This design comes from an exercise in tuning for small area, a short achievable clock period and few clock cycles per item on the open sky130 flow, not from production work.
Power and IR drop assume default switching activity.

==> module llf_tx, before the edit <==
module llf_tx (
    input  wire        clk,
    input  wire        rst,
    input  wire        tx_req_valid,
    input  wire        tx_req_pay,
    input  wire [15:0] tx_req_len,
    output reg         tx_req_ready,
    output reg         txpay_rd,
    output reg  [15:0] txpay_addr,
    input  wire [7:0]  txpay_data,
    output reg         sink_valid,
    output reg  [7:0]  sink_data,
    output wire        sink_last,
    input  wire        sink_ready,
    input  wire        sink_resp_valid,
    input  wire        sink_resp_err,
    input  wire [16:0] sink_resp_count,
    output reg         tx_resp_valid,
    output reg  [2:0]  tx_resp_status
);
    reg st_nidle, st_h0, st_h1, st_h2, st_h3, st_h4, st_pay, st_fc, st_stp, st_wait;
    reg        rd_n;       
    reg        sv_n;       
    wire       st_idle = ~st_nidle;
    wire       rd = ~rd_n;
    wire       sv = ~sv_n;
    reg [15:0] len;
    reg        lenz;       
    reg [7:0]  crc;        
    reg        cur_last;   
    reg        mv, kv, kt;
    reg [7:0]  k;
    assign sink_last    = st_stp;
    wire tk    = sv & sink_ready;
    wire hs    = tx_req_valid & st_idle;
    wire reqz  = tx_req_len == 16'd0;
    wire nopay = ~tx_req_pay & ~reqz;
    wire [7:0] head   = kv ? k : txpay_data;
    wire       head_t = kv ? kt : mt;
    wire [7:0] crc_nx;     
    wire [15:0] raddr1;
    llf_step16 #(0) u_inc (.x(txpay_addr), .y(raddr1));
    wire mt = txpay_addr == len;
    wire [16:0] ca = sink_resp_count;
    wire [16:0] cb = ~{1'b0, len};
    wire [16:0] ck = 17'd6;
    wire [16:0] cy = ((ca & cb) | ((ca | cb) & ~ck)) << 1;
    wire        cnt_eq = &(ca ^ cb ^ ck ^ ~cy);
    wire cons  = tk & ((st_h4 & ~lenz) | (st_pay & ~cur_last));
    wire kcons = cons & kv;
    wire mcons = cons & ~kv;
    wire m2k   = rd & mv & ~mcons;
    wire to_idle = st_wait & sink_resp_valid;
    wire frame   = st_h0 | st_h1 | st_h2 | st_h3 | st_h4 | st_pay | st_fc | st_stp;
    wire kv_nx = frame & ((kv & ~kcons) | m2k);
    wire mv_nx = frame & (rd | (mv & ~mcons));
    wire k_ld  = ~kv | cons;    
    wire [15:0] addr_nx = {16{frame}} & (rd ? raddr1 : txpay_addr);
    wire        idle_nx = (st_idle & ~tx_req_valid) | to_idle | (st_h0 & ~sv);
    wire       sel_crc  = st_h2 | (st_h4 & lenz) | (st_pay & cur_last);
    wire       sel_head = (st_h4 & ~lenz) | (st_pay & ~cur_last);
    wire [7:0] byte_nx  = ({8{st_h0}} & len[7:0]) | ({8{st_h1}} & len[15:8])
                        | ({8{sel_crc}} & crc) | ({8{st_h3}} & 8'hFB)
                        | ({8{sel_head}} & head) | ({8{st_fc}} & 8'hFE);
    wire       hold     = ~st_idle & ~tk;
    wire [7:0] sd_nx    = ({8{st_idle}} & 8'hFA) | ({8{tk}} & byte_nx)
                        | ({8{hold}} & sink_data);
    llf_crc8 u_crc (.c(crc), .b(byte_nx), .y(crc_nx));
    wire [7:0] crc_hd   = ({8{st_idle}} & 8'hE8) | ({8{tk}} & crc_nx)
                        | ({8{hold}} & crc);
    wire       cl_nx    = (tk & head_t) | (~tk & cur_last);
    always @(posedge clk) begin
        if (k_ld) begin
            k  <= txpay_data;
            kt <= mt;
        end
        kv <= kv_nx;
        mv <= mv_nx;
        txpay_addr <= addr_nx;
        tx_resp_status <= st_idle ? 3'b001
                        : {sink_resp_err, {2{~sink_resp_err & ~cnt_eq}}};
        if (st_idle) begin
            len  <= tx_req_len;
            lenz <= reqz;
        end
        crc       <= crc_hd;
        sink_data <= sd_nx;
        cur_last  <= cl_nx;
    end
    always @(posedge clk) begin
        if (rst) begin
            st_nidle      <= 1'b0;
            tx_req_ready  <= 1'b1;
            st_h0         <= 1'b0;
            st_h1         <= 1'b0;
            st_h2         <= 1'b0;
            st_h3         <= 1'b0;
            st_h4         <= 1'b0;
            st_pay        <= 1'b0;
            st_fc         <= 1'b0;
            st_stp        <= 1'b0;
            st_wait       <= 1'b0;
            sv_n          <= 1'b1;
            sink_valid    <= 1'b0;
            tx_resp_valid <= 1'b0;
            rd_n          <= 1'b1;
            txpay_rd      <= 1'b0;
        end else begin
            rd_n          <= mv_nx & kv_nx;
            txpay_rd      <= ~(mv_nx & kv_nx);
            tx_resp_valid <= (hs & nopay) | to_idle;
            st_nidle      <= ~idle_nx;
            tx_req_ready  <= idle_nx;
            if (hs) begin
                st_h0      <= 1'b1;
                sv_n       <= nopay;
                sink_valid <= ~nopay;
            end
            if (st_h0 & ~sv)
                st_h0 <= 1'b0;
            if (tk) begin
                st_h0  <= 1'b0;
                st_h1  <= st_h0;
                st_h2  <= st_h1;
                st_h3  <= st_h2;
                st_h4  <= st_h3;
                st_pay <= (st_h4 & ~lenz) | (st_pay & ~cur_last);
                st_fc  <= (st_h4 & lenz) | (st_pay & cur_last);
                st_stp <= st_fc;
                if (st_stp) begin
                    st_wait    <= 1'b1;
                    sv_n       <= 1'b1;
                    sink_valid <= 1'b0;
                end
            end
            if (to_idle)
                st_wait <= 1'b0;
        end
    end
endmodule
==> flow/config.mk <==
export PLATFORM = sky130hd
export DESIGN_NAME = llf
export DESIGN_NICKNAME = llf
export VERILOG_FILES = /design/flow/design.v
export SDC_FILE = /design/flow/constraint.sdc
export NUM_CORES = 4
export LEC_CHECK = 0
export ABC_CLOCK_PERIOD_IN_PS = 1500
export CAP_MARGIN = 20
export CORE_MARGIN = 2
export CORE_UTILIZATION = 40
export CTS_BUF_LIST = sky130_fd_sc_hd__clkbuf_8
export CTS_CLUSTER_SIZE = 32
export SETUP_SLACK_MARGIN = 2.2
export SLEW_MARGIN = 20
export TNS_END_PERCENT = 0
==> flow/constraint.sdc <==
create_clock -name core_clock -period 4.0 [get_ports {clk}]
set_input_delay 0.8000 -clock core_clock [delete_from_list [all_inputs] [get_ports {clk}]]
set_output_delay 0.8000 -clock core_clock [all_outputs]
set_load 0.01 [all_outputs]
standard.sh (not shown) runs the stock make flow with config.mk's settings and CLKGATE_MAP_FILE= SYNTH_SCRIPT=/design/flow/synth_recipe.tcl, a recipe that flattens the netlist after the stock synthesis.
==> flow/flow/run.sh <==
#!/bin/bash
# The standard layout, with the port buffers made of sky130_fd_sc_hd__buf_1
# cells instead of the default choice. Every port still gets its buffer.
bash standard.sh "BUFFER_PORTS_ARGS=-buffer_cell sky130_fd_sc_hd__buf_1" finish > standard.log 2>&1
Edit:
--- a/flow/design.v
+++ b/flow/design.v
@@ -244,13 +244,14 @@
     wire tk    = sv & sink_ready;
     wire hs    = tx_req_valid & st_idle;
     wire reqz  = tx_req_len == 16'd0;
     wire nopay = ~tx_req_pay & ~reqz;
     wire [7:0] head   = kv ? k : txpay_data;
     wire       head_t = kv ? kt : mt;
-    wire [7:0] crc_nx;     
+    wire [7:0] crc_nx;
+    llf_crc8 u_crc (.c(crc), .b(sink_data), .y(crc_nx));
     wire [15:0] raddr1;
     llf_step16 #(0) u_inc (.x(txpay_addr), .y(raddr1));
     wire mt = txpay_addr == len;
     wire [16:0] ca = sink_resp_count;
     wire [16:0] cb = ~{1'b0, len};
     wire [16:0] ck = 17'd6;
@@ -267,20 +268,18 @@
     wire k_ld  = ~kv | cons;    
     wire [15:0] addr_nx = {16{frame}} & (rd ? raddr1 : txpay_addr);
     wire        idle_nx = (st_idle & ~tx_req_valid) | to_idle | (st_h0 & ~sv);
     wire       sel_crc  = st_h2 | (st_h4 & lenz) | (st_pay & cur_last);
     wire       sel_head = (st_h4 & ~lenz) | (st_pay & ~cur_last);
     wire [7:0] byte_nx  = ({8{st_h0}} & len[7:0]) | ({8{st_h1}} & len[15:8])
-                        | ({8{sel_crc}} & crc) | ({8{st_h3}} & 8'hFB)
+                        | ({8{sel_crc}} & crc_nx) | ({8{st_h3}} & 8'hFB)
                         | ({8{sel_head}} & head) | ({8{st_fc}} & 8'hFE);
     wire       hold     = ~st_idle & ~tk;
     wire [7:0] sd_nx    = ({8{st_idle}} & 8'hFA) | ({8{tk}} & byte_nx)
                         | ({8{hold}} & sink_data);
-    llf_crc8 u_crc (.c(crc), .b(byte_nx), .y(crc_nx));
-    wire [7:0] crc_hd   = ({8{st_idle}} & 8'hE8) | ({8{tk}} & crc_nx)
-                        | ({8{hold}} & crc);
+    wire [7:0] crc_hd   = ({8{tk}} & crc_nx) | ({8{hold}} & crc);
     wire       cl_nx    = (tk & head_t) | (~tk & cur_last);
     always @(posedge clk) begin
         if (k_ld) begin
             k  <= txpay_data;
             kt <= mt;
         end
What happened: Cell count is lower slightly. Fmax goes up by about a fifth. Routed wire length decreases slightly. Count of clock-buffer cells in the layout is higher by 1. Worst setup slack improves by 0.33 ns. Hold slack is about the same. Via count falls slightly. Sequential power is about the same. Flip-flop and latch count stays the same. Register-to-register slack is better by 0.39 ns. Sequential share of layout area came out higher by 0.81 points. Power rose by a few percent.
No run of this note included a check of the RTL's function; only the layout flow was run.

[static timing again, ports no longer ideal]
In the flow no input, the clock included, has a driving cell. The finished layouts below were timed again as built, in two steps. Step 1 assumes that a clkbuf_16 drives the clock port and a buf_2 every other input. Step 2 times the ports against the registers' clock, not the clock port: input delays grow and output delays shrink by t, the midpoint of the rising clock arrivals with the driver on. Slacks: ideal / step 1 / step 2; pairs: ideal / step 1.
run | shift t [ns] | setup WS [ns] | hold slack, ns | worst register clock-pin slew, ns | worst data-port slew with drivers (ns)
the first run | 0.495 | 1.781 / 1.781 / 1.432 | 0.372 / 0.372 / 0.372 | 0.11 / 0.11 | 0.04
the second run | 0.496 | 2.109 / 2.082 / 1.631 | 0.370 / 0.370 / 0.370 | 0.10 / 0.10 | 0.05
After both steps every run listed still meets setup and hold. The setup slack of the second run, which loses most, moves by -0.027 ns with the drivers and by -0.478 ns with both steps.
